What follows belongs to an exercise in optimizing a design on an open flow for small area; a production flow would make more cautious choices. The RTL was checked by simulation tests, not by an equivalence proof against the original design. Power figures rest on the tool's default switching activity, not on a simulated workload.

==> wip/willow <==
==> flow/design.v (excerpt) <==
module ccsds_rx (
    input  wire        clk,
    input  wire        rst,             
    input  wire        in_valid,
    input  wire [7:0]  in_byte,
    input  wire        in_kind,         
    input  wire [8:0]  in_blen,         
    output reg         out_valid,
    output reg  [7:0]  out_byte,
    output reg         out_vc,          
    output reg         done,
    output wire [1:0]  status,          
    output wire        frame_kind,
    output wire [8:0]  frame_len,
    output wire [7:0]  data_len,
    output wire [15:0] ecf,
    output wire        bp_type,
    output wire [6:0]  bp_apid,
    output wire        bp_ecf_flag,
    output wire [3:0]  tf_tfvn,
    output wire [15:0] tf_scid,
    output wire        tf_sdid,
    output wire [5:0]  tf_vcid,
    output wire [3:0]  tf_mapid,
    output wire        tf_end_flag,
    output wire        tf_bypass,
    output wire        tf_command,
    output wire        tf_ocf,
    output wire [2:0]  tf_vc_length,
    output wire [2:0]  tf_constr_rule,
    output wire [4:0]  tf_protocol_id
);
clock: 6.0 ns
lec_check: 0
cap_margin: 20
core_margin: 2
core_utilization: 40
slew_margin: 20
standard.sh (not shown) runs the stock make flow with config.mk's settings and CLKGATE_MAP_FILE= SYNTH_SCRIPT=/design/flow/synth_recipe.tcl, a recipe that flattens the netlist after the stock synthesis.
==> flow/flow/run.sh <==
#!/bin/bash
# Standard layout with these changes: synthesis maps adders with the rest of the
# logic through an area-oriented ABC script (flow/abc.script); the port buffers
# are made of the smallest buffer cell; the clock tree uses clkbuf_8 and no
# dummy loads.
set -euo pipefail
W=$(pwd)
rm -rf "$W/scripts_abc"
cp -r "$FLOW_HOME/scripts" "$W/scripts_abc"
cp "$W/flow/abc.script" "$W/scripts_abc/abc_speed.script"
bash standard.sh SCRIPTS_DIR="$W/scripts_abc" ADDER_MAP_FILE= synth > synth.log 2>&1
bash standard.sh BUFFER_PORTS_ARGS="-buffer_cell sky130_fd_sc_hd__buf_1" \
    CTS_ARGS="-sink_clustering_enable -repair_clock_nets -root_buf sky130_fd_sc_hd__clkbuf_8 -buf_list sky130_fd_sc_hd__clkbuf_4 -dont_use_dummy_load" \
    finish > layout.log 2>&1
==> flow/flow/abc.script <==
strash
&get -n
&deepsyn -J 100
&dch -f
&nf -R 1000
&put
topo
==> wip/lagoon (differences from wip/willow) <==
--- a/flow/flow/run.sh
+++ b/flow/flow/run.sh
@@ -8,7 +8,7 @@
 rm -rf "$W/scripts_abc"
 cp -r "$FLOW_HOME/scripts" "$W/scripts_abc"
 cp "$W/flow/abc.script" "$W/scripts_abc/abc_speed.script"
 bash standard.sh SCRIPTS_DIR="$W/scripts_abc" ADDER_MAP_FILE= synth > synth.log 2>&1
 bash standard.sh BUFFER_PORTS_ARGS="-buffer_cell sky130_fd_sc_hd__buf_1" \
-    CTS_ARGS="-sink_clustering_enable -repair_clock_nets -root_buf sky130_fd_sc_hd__clkbuf_8 -buf_list sky130_fd_sc_hd__clkbuf_4 -dont_use_dummy_load" \
+    CTS_ARGS="-sink_clustering_enable -repair_clock_nets -buf_list sky130_fd_sc_hd__clkbuf_8 -dont_use_dummy_load" \
     finish > layout.log 2>&1
==> flow/flow/abc.script (replaced) <==
strash
&get -n
&deepsyn -T 30
&dch -f
&nf -R 1000
&put
topo
==> wip/quartz (differences from wip/willow) <==
--- a/flow/design.v
+++ b/flow/design.v
@@ -28,10 +28,11 @@
     output wire        tf_ocf,
     output wire [2:0]  tf_vc_length,
     output wire [2:0]  tf_constr_rule,
     output wire [4:0]  tf_protocol_id
 );
+    reg  [1:0]  sync_cnt;       
     reg         in_frame;
     reg         kind;
     reg  [8:0]  q;              
     reg  [8:0]  flen;           
     reg  [8:0]  blen;           
@@ -62,14 +63,10 @@
     wire [7:0]  d    = (sel_lo ? crc[7:0] : crc[15:8]) ^ in_byte;
     wire [7:0]  t    = {d[7:4], d[3:0] ^ d[7:4]};
     wire [15:0] crc_next = {crc[7:0], 8'h00} ^ {t[3:0], 12'h000} ^ {3'b000, t, 5'b00000} ^ {8'h00, t};
     wire [7:0] b = in_byte;
     wire [3:0] vq = 4'd8 + {1'b0, v};        
-    wire [2:0] vx     = p6 ? b[2:0] : v;
-    wire [8:0] dsub   = !kind ? {6'd0, bp_e, !bp_e, 1'b0} : trunc ? 9'd7 : 9'd10 + {6'd0, vx};
-    wire [9:0] dl     = {1'b0, flen} - {1'b0, dsub};
-    wire       dl_borrow = dl[9];
     reg last, lerr_now, pay, vc;
     always @(*) begin
         last = 1'b0; lerr_now = 1'b0; pay = 1'b0; vc = 1'b0;
         if (p0 ? !in_kind : !kind) begin
             if (p1) begin
@@ -85,11 +82,11 @@
             if (p0 && in_blen[8:2] == 7'd0) lerr_now = 1'b1;
             if (p3 && (blen[8:3] == 6'd0 && blen[2:0] != 3'd7)) lerr_now = 1'b1;
             if (p3 && b[0] && blen[8] && blen[7:0] != 8'd0) lerr_now = 1'b1;
             if (p4 && !trunc && b[7:1] != 7'd0) lerr_now = 1'b1;
             if (p5 && !trunc && flen[8] && b != 8'd0) lerr_now = 1'b1;
-            if (p6 && !trunc && (dl_borrow || flen > blen)) lerr_now = 1'b1;
+            if (p6 && !trunc && (flen < 9'd10 + {6'd0, b[2:0]} || flen > blen)) lerr_now = 1'b1;
             if (trunc) begin
                 pay = (q[8:3] != 6'd0 || q[2:0] > 3'd5) && ph == PH_BODY && !t1;
             end else if (q[8:3] != 6'd0) begin
                 vc  = q[8:4] == 5'd0 && q[3:0] < vq;
                 pay = vc || ((q[8:4] != 5'd0 || q[3:0] > vq) && ph == PH_BODY && !t1);
@@ -98,45 +95,38 @@
     end
     wire hdr_sh = p0 || p1 || ((p0 ? in_kind : kind) && (q[8:2] == 7'd0 || p3));
     wire df_here = kind && (trunc ? p4 : (q[8:4] == 5'd0 && q[3:0] == vq && q[3]));
     always @(posedge clk) begin
         if (rst) begin
-            ph        <= 2'd0;
+            sync_cnt  <= 2'd0;
             in_frame  <= 1'b0;
             out_valid <= 1'b0;
             done      <= 1'b0;
         end else begin
             out_valid <= acc && pay && !lenerr;
             done      <= acc && last;
             if (in_valid && !in_frame) begin
-                if (b == 8'h1D && ph == 2'd3) begin
+                if (b == 8'h1D && sync_cnt == 2'd3) begin
                     in_frame <= 1'b1;
-                    ph       <= PH_BODY;
-                end else if ((b == 8'hCF && ph == 2'd1) || (b == 8'hFC && ph == 2'd2))
-                    ph <= ph + 2'd1;
+                    sync_cnt <= 2'd0;
+                end else if ((b == 8'hCF && sync_cnt == 2'd1) || (b == 8'hFC && sync_cnt == 2'd2))
+                    sync_cnt <= sync_cnt + 2'd1;
                 else if (b == 8'h1A)
-                    ph <= 2'd1;
+                    sync_cnt <= 2'd1;
                 else
-                    ph <= 2'd0;
+                    sync_cnt <= 2'd0;
             end
-            if (acc) begin
-                if (t1 || (p1 && !kind && b[6:0] == 7'd3))
-                    ph <= PH_T2;
-                if (t2)
-                    ph <= PH_AFTER;
-                if (last) begin
-                    in_frame <= 1'b0;
-                    ph       <= 2'd0;
-                end
-            end
+            if (acc && last)
+                in_frame <= 1'b0;
         end
         out_byte <= in_byte;
         out_vc   <= vc;
         if (!in_frame) begin
             q      <= 9'd1;
             lenerr <= 1'b0;
             miss   <= 1'b0;
+            ph     <= PH_BODY;
             crc    <= 16'h0000;
         end else if (in_valid) begin
             q <= qi;
             if (p0) begin
                 kind <= in_kind;
@@ -157,18 +147,23 @@
             if (lerr_now) lenerr <= 1'b1;
             if (ph == PH_BODY && !t1)
                 crc <= crc_next;
             if ((t1 || t2) && d != 8'h00)
                 miss <= 1'b1;
+            if (t1 || (p1 && !kind && b[6:0] == 7'd3))
+                ph <= PH_T2;
+            if (t2)
+                ph <= PH_AFTER;
         end
     end
     wire check = kind || bp_e;
     assign status     = {!lenerr && check && miss, lenerr};
     assign frame_kind = kind;
     assign frame_len  = flen;
     assign ecf        = crc;
-    assign data_len   = dl[7:0];
+    wire [7:0] dsub   = !kind ? {5'd0, bp_e, !bp_e, 1'b0} : trunc ? 8'd7 : 8'd10 + {5'd0, v};
+    assign data_len   = flen[7:0] - dsub;
     assign bp_type        = h2[7];
     assign bp_apid        = h2[6:0];
     assign bp_ecf_flag    = h3[7];
     assign tf_tfvn        = h0[7:4];
     assign tf_scid        = {h0[3:0], h1, h2[7:4]};
==> flow/flow/run.sh (replaced) <==
#!/bin/bash
# Standard layout, with the port buffers made of the smallest buffer cell.
set -euo pipefail
bash standard.sh BUFFER_PORTS_ARGS="-buffer_cell sky130_fd_sc_hd__buf_1" finish > flow.log 2>&1
removed: flow/flow/abc.script
==> comparison <==
Sequential share of layout area: wip/willow is lower than wip/lagoon (0.31 points). Flip-flop and latch count is the same in wip/willow and wip/lagoon. Core utilization, lowest first: wip/quartz, wip/lagoon, wip/willow. Register-to-register slack, lowest first: wip/willow, wip/lagoon, wip/quartz. Against wip/lagoon, the sequential power of wip/quartz is larger by about 2%. In wip/willow the first-iteration DRC count is smaller than in wip/lagoon, by 29%. The lowest setup slack belongs to wip/willow, the highest to wip/quartz. Global-route usage, highest first: wip/quartz, wip/lagoon, wip/willow. Non-clock buffer count: wip/lagoon < wip/quartz < wip/willow. In count of clock-buffer cells in the layout, wip/willow and wip/quartz do not differ.
==> figures <==
| quantity | wip/quartz | wip/lagoon | wip/willow |
|---|---|---|---|
| Run status | finished clean | finished clean | finished clean |
| Number of standard cells in the final layout excluding fillers | 907 | 734 | 718 |
| Core Area | 15,030 um^2 | 11,910 um^2 | 11,910 um^2 |
| Design Power | 0.001497 W | 0.001175 W | 0.001171 W |
| Post-synthesis compound-gate area fraction | 16.28% | 12.60% | 13.90% |
| Std-Cell Rows | 45 | 40 | 40 |
| Post-Synthesis Net Count | 666 | 482 | 464 |
| Startpoint of the worst setup timing path | kind$_DFFE_PP_ | q[2]$_SDFFE_PN0P_ | q[0]$_SDFFE_PN1P_ |
| Share of the synthesized netlist area taken by xor and xnor gates | 6.214% | 6.717% | 7.250% |
| Total half-perimeter wirelength after legalization and detailed placement | 12,670 um | 9696 um | 9477 um |
| Drt initial violations | 449 | 402 | 285 |
| Startpoint of the most critical hold path | h1[0]$_DFFE_PP_ | h1[4]$_DFFE_PP_ | h3[3]$_DFFE_PP_ |
| Sequential cell area in the final layout | 2813 um^2 | 2773 um^2 | 2773 um^2 |
| Transition time at the pin with the least slew margin | 0.9657 ns | 0.7962 ns | 0.9088 ns |
| Worst hold slack | 0.4533 ns | 0.4533 ns | 0.4356 ns |
| Cell seen most often among critical-path stages | a21o_1 | o21ai_0 | - |
| Reported sequential group power | 0.000784 W | 0.000772 W | 0.000773 W |
| Register bit total from synthesis | 108 | 106 | 106 |
| CTS Root Buffer Type | clkbuf_16 | clkbuf_8 | clkbuf_8 |
| Part of the total power dissipated in sequential elements | 52.4% | 65.8% | 66.0% |
| Met1 routed wirelength after detailed routing | 7755 um | 6138 um | 5749 um |
| CP Max Fanout | 19 | 10 | 12 |

## port drivers added, routing unchanged
In the flow no input, the clock included, has a driving cell. The finished layouts below were timed again as built, in two steps. Step 1, drivers: a clkbuf_16 drives clk and a buf_2 each remaining input, both assumed. Step 2 times the ports against the registers' clock, not the clock port: input delays grow and output delays shrink by t, the midpoint of the rising clock arrivals with the driver on. Slacks: ideal / step 1 / step 2; pairs: ideal / step 1.
run	t, ns	slack for setup (ns)	hold slack, ns	slew at the worst register clock pin (ns)	worst slew at a driven data input, ns
wip/willow	0.393	0.439 / 0.403 / 0.568	0.436 / 0.436 / 0.436	0.11 / 0.11	0.04
wip/lagoon	0.412	0.569 / 0.534 / 0.732	0.453 / 0.453 / 0.453	0.11 / 0.11	0.03
wip/quartz	0.397	1.499 / 1.458 / 1.855	0.453 / 0.453 / 0.453	0.08 / 0.08	0.04
After both steps setup and hold are still met in every run listed.
